Background: an optimization exercise with open tools, aiming at small area, a short achievable clock period and few clock cycles per item. Do not read the settings as production practice.
The RTL was checked by simulation tests, not by an equivalence proof against the original design.
No activity file was given, so power comes from the tool's default toggle rates.

$ cat flow/standard.sh
#!/bin/bash
# synth_recipe.tcl (not shown) runs the flow's synth.tcl, then flattens the netlist and writes it again
# the make line also repeats each setting of config.mk as NAME=value (left out here)
make -C /OpenROAD-flow-scripts/flow DESIGN_CONFIG=/design/flow/config.mk WORK_HOME=/design/flow/orfs CLKGATE_MAP_FILE= SYNTH_SCRIPT=/design/flow/synth_recipe.tcl "${@:-finish}"
$ cat flow/constraint.sdc
create_clock -name core_clock -period 5.0 [get_ports {clk}]
set_input_delay 1.0000 -clock core_clock [delete_from_list [all_inputs] [get_ports {clk}]]
set_output_delay 1.0000 -clock core_clock [all_outputs]
set_load 0.01 [all_outputs]
$ cat flow/design.v
module rtp_h264_depkt (
    input  wire       clk,
    input  wire       rst,
    input  wire       cfg_strict_f,
    input  wire       cfg_zero_byte,
    input  wire       in_valid,
    output wire       in_ready,
    input  wire [7:0] in_data,
    input  wire       in_last,
    output reg        out_valid,
    input  wire       out_ready,
    output reg  [7:0] out_data,
    output wire       res_valid,
    output reg  [2:0] res_cause,
    output wire [4:0] res_flags
);
    localparam [2:0] C_OK         = 3'd0;
    localparam [2:0] C_SHORT      = 3'd1;
    localparam [2:0] C_FBIT       = 3'd2;
    localparam [2:0] C_TRUNC_DON  = 3'd3;
    localparam [2:0] C_TRUNC_SIZE = 3'd4;
    localparam [2:0] C_TRUNC_EXTRA= 3'd5;
    localparam [2:0] C_ZERO_SIZE  = 3'd6;
    localparam [2:0] C_TRUNC_UNIT = 3'd7;
    localparam [3:0] S_IDLE    = 4'd0;    
    localparam [3:0] S_FU_HDR  = 4'd1;    
    localparam [3:0] S_COPY    = 4'd2;    
    localparam [3:0] S_SZ0     = 4'd3;    
    localparam [3:0] S_SZ1     = 4'd4;    
    localparam [3:0] S_UHDR    = 4'd5;    
    localparam [3:0] S_UNIT    = 4'd6;    
    localparam [3:0] S_UNIT_F  = 4'd7;    
    localparam [3:0] S_FUB_DON = 4'd8;    
    localparam [3:0] S_AG_DON  = 4'd9;    
    localparam [3:0] S_EXT     = 4'd10;   
    localparam [3:0] S_DRAIN   = 4'd11;   
    reg  [3:0]  state;
    reg         first;       
    reg         u_z3;        
    reg         u_go;        
    reg         mtap;        
    reg         m24;         
    reg  [1:0]  cnt;         
    reg         ow_z2, ow_z1, ow_01, ow_h;
    reg  [15:0] remain;      
    reg  [4:0]  sflags;      
    reg         res_pend;    
    reg         h_rdy;       
    reg         h_rdy_e;     
    reg         h_res;       
    reg         h_res_e;     
    function [4:0] classify(input [4:0] ty);
        case (ty)
            5'd1: classify = 5'b01000;
            5'd5: classify = 5'b10000;
            5'd6: classify = 5'b00100;
            5'd7: classify = 5'b00001;
            5'd8: classify = 5'b00010;
            default: classify = 5'b00000;
        endcase
    endfunction
    wire [4:0] t0 = in_data[4:0];
    wire t_single = (t0 != 5'd0) && !(t0[4] && t0[3]);
    wire zb_app   = cfg_zero_byte && ((t0 == 5'd6) || (t0 == 5'd7) || (t0 == 5'd8));
    wire uf       = cfg_strict_f && in_data[7];
    wire d_zero   = (in_data == 8'd0);
    wire hi0      = (remain[15:8] == 8'd0);
    wire rem1     = (remain == 16'd1);
    wire szz      = (remain == 16'd0);
    wire sz_z     = hi0 && d_zero;
    wire st_idle  = (state == S_IDLE);
    wire st_uhdr  = (state == S_UHDR);
    wire o_free   = !out_valid || out_ready;    
    assign in_ready  = h_rdy_e || (h_rdy && out_ready);
    wire   take      = in_valid && in_ready;
    assign res_valid = h_res_e || (h_res && out_ready);
    assign res_flags = (res_cause == C_OK) ? sflags : 5'd0;
    reg       push;
    reg [7:0] push_val;
    always @(*) begin
        push     = 1'b0;
        push_val = in_data;
        case (state)
            S_IDLE:   begin push = t_single;   push_val = 8'h00; end
            S_FU_HDR: begin push = in_data[7]; push_val = 8'h00; end
            S_SZ0, S_SZ1: begin push = 1'b1;   push_val = 8'h00; end
            S_UHDR, S_COPY, S_UNIT, S_UNIT_F: push = 1'b1;
            default: ;
        endcase
    end
    reg [2:0] cause;
    always @(*) begin
        case (state)
            S_FUB_DON: cause = cnt[0] ? C_OK : C_TRUNC_DON;
            S_SZ0:     cause = C_TRUNC_SIZE;
            S_SZ1:     cause = mtap ? C_TRUNC_EXTRA : sz_z ? C_ZERO_SIZE : C_TRUNC_UNIT;
            S_EXT:     cause = (cnt != 2'd3) ? C_TRUNC_EXTRA : szz ? C_ZERO_SIZE : C_TRUNC_UNIT;
            S_UHDR:    cause = !rem1 ? C_TRUNC_UNIT : uf ? C_FBIT : C_OK;
            S_UNIT:    cause = !rem1 ? C_TRUNC_UNIT : C_OK;
            S_UNIT_F:  cause = !rem1 ? C_TRUNC_UNIT : C_FBIT;
            S_DRAIN:   cause = {cnt[0], cnt[0] | cnt[1], 1'b0};
            default:   cause = C_OK;
        endcase
        if (st_idle || first)
            cause = C_SHORT;
    end
    wire [4:0] flags_now = st_uhdr ? (sflags | classify(t0)) : sflags;
    wire in_body = st_uhdr || state == S_UNIT || state == S_UNIT_F;
    wire u_code = st_uhdr && !u_go;
    wire u_z    = zb_app && !u_z3;           
    always @(posedge clk) begin
        if (o_free)
            out_data <= ow_h ? ((ow_z1 || ow_z2) ? 8'h00 : ow_01 ? 8'h01 : remain[7:0]) :
                        u_code ? {7'd0, !u_z} : push_val;
        if (st_idle && !ow_h) begin
            remain[7:0] <= in_data;
            mtap   <= (t0 == 5'd26) || (t0 == 5'd27);
            m24    <= (t0 == 5'd27) || (t0 == 5'd29);
        end
        if (st_idle && take)
            sflags <= classify(t0);
        if (state == S_FU_HDR) begin
            remain[4:0] <= t0;
            sflags      <= in_data[7] ? classify(t0) : 5'd0;
        end
        if (st_uhdr && in_valid)
            sflags <= flags_now;
        if (state == S_SZ0)
            remain[15:8] <= in_data;
        if (state == S_SZ1)
            remain[7:0] <= in_data;
        if (in_body && take)
            remain <= remain - 16'd1;
        if (take && in_last) begin
            res_cause <= cause;
        end
    end
    reg [3:0] n_state;
    reg       n_out_valid, n_res_pend, n_first, n_u_z3, n_u_go;
    reg [1:0] n_cnt;
    reg [3:0] n_ow;
    always @(*) begin
        n_state     = state;
        n_out_valid = out_valid;
        n_res_pend  = res_pend;
        n_first     = first;
        n_cnt       = cnt;
        n_ow        = {ow_z2, ow_z1, ow_01, ow_h};
        n_u_z3      = u_z3;
        n_u_go      = u_go;
        if (rst) begin
            n_u_z3      = 1'b0;
            n_u_go      = 1'b0;
            n_state     = S_IDLE;
            n_out_valid = 1'b0;
            n_res_pend  = 1'b0;
            n_ow = 4'b0000;
        end else begin
            if (out_ready)
                n_out_valid = 1'b0;
            if (res_valid)
                n_res_pend = 1'b0;
            if (ow_h && o_free) begin
                n_out_valid = 1'b1;
                n_ow = {1'b0, ow_z2, ow_z1, ow_01};
            end
            if (u_code && in_valid && o_free) begin
                n_out_valid = 1'b1;
                if (u_z)
                    n_u_z3 = 1'b1;
                else
                    n_u_go = 1'b1;
            end
            if (take) begin
                if (push)
                    n_out_valid = 1'b1;
                n_first = st_idle;
                case (state)
                    S_IDLE: begin
                        n_cnt = 2'd0;
                        if (uf) begin
                            n_cnt   = 2'd2;
                            n_state = S_DRAIN;
                        end else if (t_single) begin
                            n_ow = {zb_app, 3'b111};
                            n_state = S_COPY;
                        end else if (t0 == 5'd24)
                            n_state = S_SZ0;
                        else if (t0 == 5'd25 || t0 == 5'd26 || t0 == 5'd27)
                            n_state = S_AG_DON;
                        else if (t0 == 5'd28 || t0 == 5'd29)
                            n_state = S_FU_HDR;
                        else
                            n_state = S_DRAIN;
                    end
                    S_FU_HDR: begin
                        if (in_data[7])
                            n_ow = 4'b0111;
                        n_state = m24 ? S_FUB_DON : S_COPY;
                    end
                    S_FUB_DON: begin
                        n_cnt = 2'd1;
                        if (cnt[0])
                            n_state = S_COPY;
                    end
                    S_AG_DON: begin
                        n_cnt = 2'd1;
                        if (cnt[0])
                            n_state = S_SZ0;
                    end
                    S_SZ0:
                        n_state = S_SZ1;
                    S_SZ1: begin
                        n_cnt = m24 ? 2'd0 : 2'd1;
                        if (mtap)
                            n_state = S_EXT;
                        else if (sz_z) begin
                            n_cnt   = 2'd1;
                            n_state = S_DRAIN;
                        end else
                            n_state = S_UHDR;
                    end
                    S_EXT: begin
                        n_cnt = cnt + 2'd1;
                        if (cnt == 2'd3) begin
                            if (szz) begin
                                n_cnt   = 2'd1;
                                n_state = S_DRAIN;
                            end else
                                n_state = S_UHDR;
                        end
                    end
                    S_UHDR, S_UNIT, S_UNIT_F: begin
                        n_u_z3 = 1'b0;
                        n_u_go = 1'b0;
                        if (rem1) begin
                            if (st_uhdr ? uf : (state == S_UNIT_F)) begin
                                n_cnt   = 2'd2;
                                n_state = S_DRAIN;
                            end else
                                n_state = S_SZ0;
                        end else if (st_uhdr)
                            n_state = uf ? S_UNIT_F : S_UNIT;
                    end
                    default: ;
                endcase
                if (in_last) begin
                    n_state    = S_IDLE;
                    n_res_pend = 1'b1;
                end
            end
        end
    end
    always @(posedge clk) begin
        state     <= n_state;
        out_valid <= n_out_valid;
        res_pend  <= n_res_pend;
        first     <= n_first;
        cnt       <= n_cnt;
        {ow_z2, ow_z1, ow_01, ow_h} <= n_ow;
        u_z3      <= n_u_z3;
        u_go      <= n_u_go;
        h_rdy     <= !n_ow[0] && !(n_state == S_UHDR && !n_u_go);
        h_rdy_e   <= !n_ow[0] && !(n_state == S_UHDR && !n_u_go) && !n_out_valid;
        h_res     <= n_res_pend && !n_ow[0];
        h_res_e   <= n_res_pend && !n_ow[0] && !n_out_valid;
    end
endmodule
$ cat flow/flow/run.sh
#!/bin/bash
# The standard layout (standard.sh, unchanged synthesis and steps), with the
# port buffers that placement inserts made of sky130_fd_sc_hd__buf_1 instead
# of the resizer's default pick; timing repair still sizes them up where a
# path needs it. make's full output goes to flow_make.log here, and ORFS
# keeps each step's log under orfs/logs/.
set -euo pipefail
export BUFFER_PORTS_ARGS="-buffer_cell sky130_fd_sc_hd__buf_1"
bash standard.sh finish > flow_make.log 2>&1
$ cat flow/config.mk
export PLATFORM = sky130hd
export DESIGN_NAME = rtp_h264_depkt
export DESIGN_NICKNAME = rtp_h264_depkt
export VERILOG_FILES = /design/flow/design.v
export SDC_FILE = /design/flow/constraint.sdc
export NUM_CORES = 4
export LEC_CHECK = 0
export CAP_MARGIN = 20
export CORE_MARGIN = 2
export CORE_UTILIZATION = 45
export SETUP_SLACK_MARGIN = 2.5
export SLEW_MARGIN = 20
==> qor.txt, run 1 <==
Vias: 2870
Die ar.: 8094 sq um
Setup violators final: 0
First-pass GRT wire length: 13.49 mm
Leak: 1.246 nW
Drt wl/cell: 17.24 microns
Sink Count: 53
Share of cells above drive strength 1: 0.09635
FP Rows: 31
Die H: 89.97 microns
Mapped Cells: 363
Initial DRC count: 187
Die Wd: 89.97 microns
Setup CP Type: input port to output port
Initial core utilization: 0.4610
CTS tree: built
Fillers: 699
Fin. Hold Viols: 0
Post-synthesis compound-gate area fraction: 0.2182
Required time worst endpoint: 4000 ps
Placed cells: 475
Number of remaining DRC errors: 0
Sequential area share after synthesis: 0.4304
Worst slew margin: 0.5107
Outcome: complete, no violations
Period utilisation layout: 0.4925
Crit. End Element: output port
GPL Wtd Cong: 0.9285
Vias in the first global route: 2647
Layout Cells excl Fill: 483
Gr ovfl total: 0
Delay-heaviest family, CP: buffers and inverters
Antenna cells: 0
Via/cell ratio: 5.942
Pins over their slew limit: 0
Num CTS Buffers: 5
Measured slew at the worst slew-check pin: 733.0 ps
Ys Warns: 1
Core area: 7214 sq um
Crit path DAT: 1460 ps
Switching part of the total: 0.3342
DRT Wirelength: 8.327 mm
Pwr dens: 339.9 nW/um^2
Int Pwr: 0.8221 mW
Initial antenna violation count: 1
Synth unique cells: 65
Reg power frac: 0.511
Htree depth: 2
Synth async-reset ratio: 0
Gr usage total: 0.2068
Slowest Stage Delay on Critical Path: 210 ps
Synth area leaders: edfxtp_1 33%, dfxtp_1 9.6%, a21oi_1 5.0%
Setup TNS: 0 ps
RSZ-0062 raised after global routing: yes
Critical-path maximum fanout: 5
Post-synth top cells: 37 x edfxtp_1, 37 x nor2_1, 33 x a21oi_1
CTS clock-pin slew for the worst setup and hold paths: 110 ps
Area growth from synthesis to layout: 9.217%
Max Clk Rate: 406.1 MHz
DR pass1 iterations: 5
I/O Buffers: 33
P_sw: 0.4126 mW
Antenna-violating nets left: 0
Longest Clk Path Bufs: 2
Multiplexer share of the synthesized area: 0.01655
Slowest stage cell, crit path: a21o_1
Post-DP HPWL: 6.204 mm
Pin count of the biggest net entering global routing: 29
Syn nets: 382
Final Critical Period: 2462 ps
Clk Latency, worst-skew pair: 310 ps
Share of the synthesized area in the top cell type: 0.3341
Tightest Hold Check Type: flop to flop
Xor-xnor portion of the synthesized cell area: 0.03424
Hold slack: 508.7 ps
Worst path bufs/invs: 2
Peak VDD IR: 0.0001237 V
Clock group share of total power: 0.242
Most used flip-flop cell after synthesis: edfxtp_1
Critical-path cell list: clkbuf_2 > a21o_1 > buf_2
Adder-cell share of the synthesized area: 0.01505
Type of origin of the critical path: input port
Cell taking the most area after synthesis: edfxtp_1
Syn Area/Cell: 9.162 sq um
Final net count: 402
Combinational power share: 0.246
Worst Clk Skew: 9.788 ps
CTS Hold Bufs: 0
Post-Syn Area: 3326 sq um
Largest family of logic cells by synthesized area: simple AND/OR/NAND/NOR gates
Post-CTS Setup Inserts: 0
Post-synth EDFFs: 37
Simple-gate share of the synthesized area: 0.2344
Yosys reg bits: 53
MaxCap Viol Count: 0
Root Driver: clkbuf_8
IO Pins: 34
==> layer usage <==
metal	wire, microns	vias up	GRT usage
met3	602	11	0.04443
met2	3602	114	0.3081
met4	136	0	0.06667
li1	-	1394	-
met5	0	-	0
met1	3985	1351	0.3011
==> final timing paths <==
check	start	to	slack, ps	depth (start not counted)
min reg2reg	ow_z2	ow_z2	510	2
max	out_ready	in_ready	2540	3
min	ow_z2	ow_z2	510	2
max reg2reg	state[2]	h_rdy	2600	6
==> logic make-up (layout without fill, tap and decap cells) <==
family / count (synthesis) / in the layout
buffers and inverters: 37 / 58
xor gates and xnor gates: 13 / 13
and+or+nand+nor: 141 / 141
adders and majority gates: 4 / 4
DFF: 53 / 53
AOI/OAI and AO/OA: 110 / 110
muxes: 5 / 5
==> layout by cell type, fill, tap and decap left out, types with 7 or more instances in the layout <==
cell type / n
inv_1: 15
a31oi_1: 7
and3_1: 11
xnor2_1: 9
nand2_1: 28
and2_1: 9
a22o_1: 8
nor2_1: 36
a21oi_1: 33
nor3_1: 8
dfxtp_1: 15
edfxtp_1: 37
buf_1: 27
o21ai_0: 21
==> worst register-to-register path, delay by kind of cell, from the launching register on <==
family / cells / cell delay, ps
and+or+nand+nor: 3 / 840
DFF: 1 / 700
AOI/OAI and AO/OA: 3 / 780
==> layout make-up <==
class                           instances  area (sq um)  area share
Tap cell                               99         123.9     0.03410
Sequential cell                        53          1433      0.3944
Clock inverter                          2         38.79     0.01068
Timing Repair Buffer                   35         146.4     0.04030
Clock buffer                            6         72.57     0.01998
Inverter                               15         56.30     0.01550
Multi-Input combinational cell        273          1762      0.4850
==> sequential cells by signal, indices dropped and copies added (netlist names) <==
signal and flops:
cnt 2, first 1, h_rdy 1, h_rdy_e 1, h_res 1, h_res_e 1
m24 1, mtap 1, out_data 8, out_valid 1, ow_01 1, ow_h 1
ow_z1 1, ow_z2 1, remain 16, res_cause 3, res_pend 1, sflags 5
state 4, u_go 1, u_z3 1
==> power by group through the flow <==
stage / clock [mW] / sequential [mW] / combinational (mW)
final: 0.299 / 0.631 / 0.304
after global routing: 0.320 / 0.640 / 0.338
after CTS: 0.302 / 0.626 / 0.296
after detailed placement: 0 / 0.636 / 0.293
after global placement: 0 / 0.635 / 0.293
after floorplan: 0 / 0.608 / 0.232
==> repair_timing <==
| action | CTS | global route |
|---|---|---|
| pin swaps | 0 | 1 |
| resized for setup | 4 | 12 |
| setup endpoints to repair | 8 | 31 |
==> through the flow <==
stage	power [mW]	cell area, sq um	utilization	setup slack (ps)
detailed placement	0.9293	3475	0.4816	2052
global route	1.297	3632	0.5035	2448
CTS	1.225	3596	0.4984	2511
global placement	0.9287	3475	0.4816	2117
floorplan	0.8393	3336	-	2502
finish	1.235	3632	0.5035	2538
Testbench counts, summed over its fixed seeds: cycles 180,227, in bytes 177,094.
==> run 2, diff against run 1 <==
--- a/flow/config.mk
+++ b/flow/config.mk
@@ -9,3 +9,3 @@
 export CORE_MARGIN = 2
-export CORE_UTILIZATION = 45
+export CORE_UTILIZATION = 60
 export SETUP_SLACK_MARGIN = 2.5
==> run 2 against run 1 <==
  * Wire length fell by 2.6%
  * Final cell count fell by 5.6%
  * Area after synthesis did not move
  * Clock skew barely moved
  * Largest power group unchanged
  * Count of clock-buffer cells in the layout fell by 1
  * Global-route usage rose by 6.6 points
  * Critical endpoint is now res_valid
  * Still clean
  * Fmax fell by 0.43%
  * Largest cell class unchanged
  * Die area fell by 24%
  * Combinational power barely moved
  * Via count fell by 0.38%
  * Critical path depth rose by 1
  * Worst setup slack got worse by 11 ps
==> qor.txt, run 2 <==
Setup CP Type: input port to output port (unchanged)
GPL Wtd Cong: 0.9531 (was 0.9285)
Outcome: complete, no violations (unchanged)
Most frequent cells in the layout: 37 x edfxtp_1, 36 x nor2_1, 33 x a21oi_1, 28 x nand2_1, 28 x buf_1 (was 37 x edfxtp_1, 36 x nor2_1, 33 x a21oi_1, 28 x nand2_1, 27 x buf_1)
Post-Syn Area: 3326 sq um (unchanged)
Final Critical Period: 2473 ps (was 2462 ps)
Antenna-violating nets left: 0 (unchanged)
CTS clock-pin slew for the worst setup and hold paths: 90 ps (was 110 ps)
Yosys reg bits: 53 (unchanged)
Met3 wire length: 585 microns (was 602 microns)
P_sw: 0.4053 mW (was 0.4126 mW)
Sequential area share after synthesis: 0.4304 (unchanged)
CTS tree: built (unchanged)
Required time worst endpoint: 4000 ps (about the same)
Number of remaining DRC errors: 0 (unchanged)
Longest Clk Path Bufs: 2 (unchanged)
Worst slew margin: 0.5172 (was 0.5107)
Most used flip-flop cell after synthesis: edfxtp_1 (unchanged)
Hold Crit Depth: 2 (unchanged)
Combinational power share: 0.258 (was 0.246)
Peak VDD IR: 0.0001690 V (was 0.0001237 V)
Pre-CTS WS: 2125 ps (was 2052 ps)
Measured slew at the worst slew-check pin: 723.3 ps (was 733.0 ps)
First-pass GRT wire length: 13.05 mm (was 13.49 mm)
Tightest Hold Check Type: flop to flop (unchanged)
Num CTS Buffers: 5 (unchanged)
Clk Latency, worst-skew pair: 310 ps (about the same)
Crit path DAT: 1470 ps (was 1460 ps)
Switching part of the total: 0.3447 (was 0.3342)
Largest Register: remain (unchanged)
Initial core utilization: 0.6115 (was 0.4610)
Critical-path cell list: clkbuf_2 > a21oi_1 > inv_1 > buf_1 (was clkbuf_2 > a21o_1 > buf_2)
Slowest stage cell, crit path: a21oi_1 (was a21o_1)
Delay-heaviest family, CP: buffers and inverters (unchanged)
CP Depth: 4 (was 3)
Gr usage total: 0.2730 (was 0.2068)
Slowest Stage Delay on Critical Path: 190 ps (was 210 ps)
Worst path bufs/invs: 3 (was 2)
Syn nets: 382 (unchanged)
Pins over their slew limit: 0 (unchanged)
Most common cell after layout, fill and taps aside: edfxtp_1 (unchanged)
I/O Buffers: 33 (unchanged)
Area growth from synthesis to layout: 7.336% (was 9.217%)
Synth async-reset ratio: 0 (unchanged)
Drt wl/cell: 17.78 microns (was 17.24 microns)
Max reg flops: 16 (unchanged)
Antenna cells: 0 (unchanged)
Leak: 1.233 nW (was 1.246 nW)
Core area: 5439 sq um (was 7214 sq um)
Routed wl met2: 3.586 mm (was 3.602 mm)
Root Driver: clkbuf_8 (unchanged)
Sink Count: 53 (unchanged)
Top Registers: remain x16, out_data x8, sflags x5 (unchanged)
Pwr dens: 329.3 nW/um^2 (was 339.9 nW/um^2)
Mapped Cells: 363 (unchanged)
Sequential cell area: 1433 sq um (unchanged)
Int Pwr: 0.7704 mW (was 0.8221 mW)
Layout Cells excl Fill: 456 (was 483)
Initial DRC count: 247 (was 187)
Post-synth top cells: 37 x edfxtp_1, 37 x nor2_1, 33 x a21oi_1 (unchanged)
Post-CTS Setup Inserts: 0 (unchanged)
Synth area leaders: edfxtp_1 33%, dfxtp_1 9.6%, a21oi_1 5.0% (unchanged)
Setup slack after layout: 2527 ps (was 2538 ps)
Placed cells: 448 (was 475)
Reg2Reg Depth: 6 (unchanged)
Setup violators final: 0 (unchanged)
FP Rows: 27 (was 31)
Share of cells above drive strength 1: 0.09375 (was 0.09635)
M1 WL: 3.823 mm (was 3.985 mm)
DRT Wirelength: 8.109 mm (was 8.327 mm)
Syn Area/Cell: 9.162 sq um (unchanged)
Setup TNS: 0 ps (unchanged)
Fillers: 492 (was 699)
Reg power frac: 0.536 (was 0.511)
Final net count: 402 (unchanged)
Fin. Hold Viols: 0 (unchanged)
Clock group share of total power: 0.206 (was 0.242)
Initial antenna violation count: 0 (was 1)
Pin count of the biggest net entering global routing: 29 (unchanged)
Die Wd: 78.45 microns (was 89.97 microns)
Crit. End Element: output port (unchanged)
Cell taking the most area after synthesis: edfxtp_1 (unchanged)
Area taken by multi-input logic gates: 1755 sq um (was 1762 sq um)
Ys Warns: 1 (unchanged)
Hold slack: 522.5 ps (was 508.7 ps)
Worst Clk Skew: 9.541 ps (was 9.788 ps)
Gr ovfl total: 0 (unchanged)
Die ar.: 6154 sq um (was 8094 sq um)
Post-synth EDFFs: 37 (unchanged)
Max Clk Rate: 404.4 MHz (was 406.1 MHz)
Vias: 2859 (was 2870)
Total power draw: 1.176 mW (was 1.235 mW)
Post-DP HPWL: 6.057 mm (was 6.204 mm)
IO Pins: 34 (unchanged)
Critical-path maximum fanout: 3 (was 5)
Via/cell ratio: 6.270 (was 5.942)
MaxCap Viol Count: 0 (unchanged)
RSZ-0062 raised after global routing: yes (unchanged)
Htree depth: 2 (unchanged)
Share of the synthesized area in the top cell type: 0.3341 (unchanged)
Synth unique cells: 65 (unchanged)
DR pass1 iterations: 6 (was 5)
Vias in the first global route: 2611 (was 2647)
Die H: 78.45 microns (was 89.97 microns)
DR top layer: met4 (unchanged)
Period utilisation layout: 0.4946 (was 0.4925)
Type of origin of the critical path: input port (unchanged)
run 2: cell counts after synthesis:
Identical to the previous run, type by type.
run 2: final timing paths:
kind	startpoint	endpoint	slack (ps)
min	res_pend	res_pend	520
min reg2reg	res_pend	res_pend	520
max	out_ready	res_valid	2530
max reg2reg	state[2]	h_rdy	2600
run 2: kinds of logic after synthesis:
kind of cell               Yosys count  synth area share
AOI/OAI and AO/OA                  110            0.2182
xor gates and xnor gates            13           0.03424
adders and majority gates            4           0.01505
buffers and inverters               37           0.05116
DFF                                 53            0.4304
muxes                                5           0.01655
and+or+nand+nor                    141            0.2344
run 2: metal layers:
| metal | vias to the layer above | track usage |
|---|---|---|
| met5 | - | 0 |
| met4 | 0 | 0.07018 |
| met3 | 15 | 0.04713 |
| met2 | 136 | 0.4155 |
| met1 | 1311 | 0.4055 |
| li1 | 1397 | - |
run 2: final cells by class:
class / instances / area share
clock buffer: 5 / 0.01928
clock inverter: 3 / 0.005959
inverter: 15 / 0.01577
multi-input combinational: 273 / 0.4918
sequential: 53 / 0.4013
tap: 72 / 0.02524
timing repair buffer: 35 / 0.04066
run 2: power by group through the flow:
stage / Combinational [mW] / Sequential (mW) / Clock (mW)
6_report: 0.304 / 0.630 / 0.242
4_1_cts: 0.293 / 0.627 / 0.247
3_3_place_gp: 0.288 / 0.634 / 0
5_1_grt: 0.336 / 0.640 / 0.261
2_1_floorplan: 0.232 / 0.608 / 0
3_5_place_dp: 0.291 / 0.637 / 0
run 2: timing repair:
action	4_1_cts	5_1_grt
setup endpoints to repair	3	36
resized for setup	3	10
pin swaps	0	1
cloned	0	0
hold buffers	0	0
run 2: worst reg2reg max path, delay by kind of cell (launching register included):
family | cells | cell delay, ps
DFF | 1 | 690
AOI/OAI and AO/OA | 3 | 760
and+or+nand+nor | 3 | 870
run 2: per-stage QoR:
stage	area (sq um)	utilization
after floorplan	3336	-
after global placement	3441	0.6326
after detailed placement	3441	0.6326
after CTS	3535	0.6499
after global routing	3570	0.6563
final	3570	0.6563

==> separate check: timing with driven ports <==
In the flow no input, the clock included, has a driving cell. The finished layouts below were timed again as built, in two steps. Step 1 (the two cells are an assumption about what drives the block):
set clk [get_ports {clk}]
set_driving_cell -lib_cell sky130_fd_sc_hd__clkbuf_16 $clk
set_driving_cell -lib_cell sky130_fd_sc_hd__buf_2 [delete_from_list [all_inputs] $clk]
Step 2, shift: input delay + t, output delay - t, t = (earliest + latest rising clock arrival at the registers) / 2. This alone moves slack from input paths to output paths. Three values: no drivers, after step 1, after step 2; two values: the first two.
run	t (ns)	setup slack, ns	slew at the worst register clock pin (ns)
run 1	0.336	2.538 / 2.518 / 2.238	0.11 / 0.11
run 2	0.334	2.527 / 2.507 / 2.243	0.10 / 0.10
After both steps setup and hold are still met in every run listed. For run 1, which loses most, drivers alone change the setup slack by -0.020 ns; drivers and shift together by -0.300 ns.
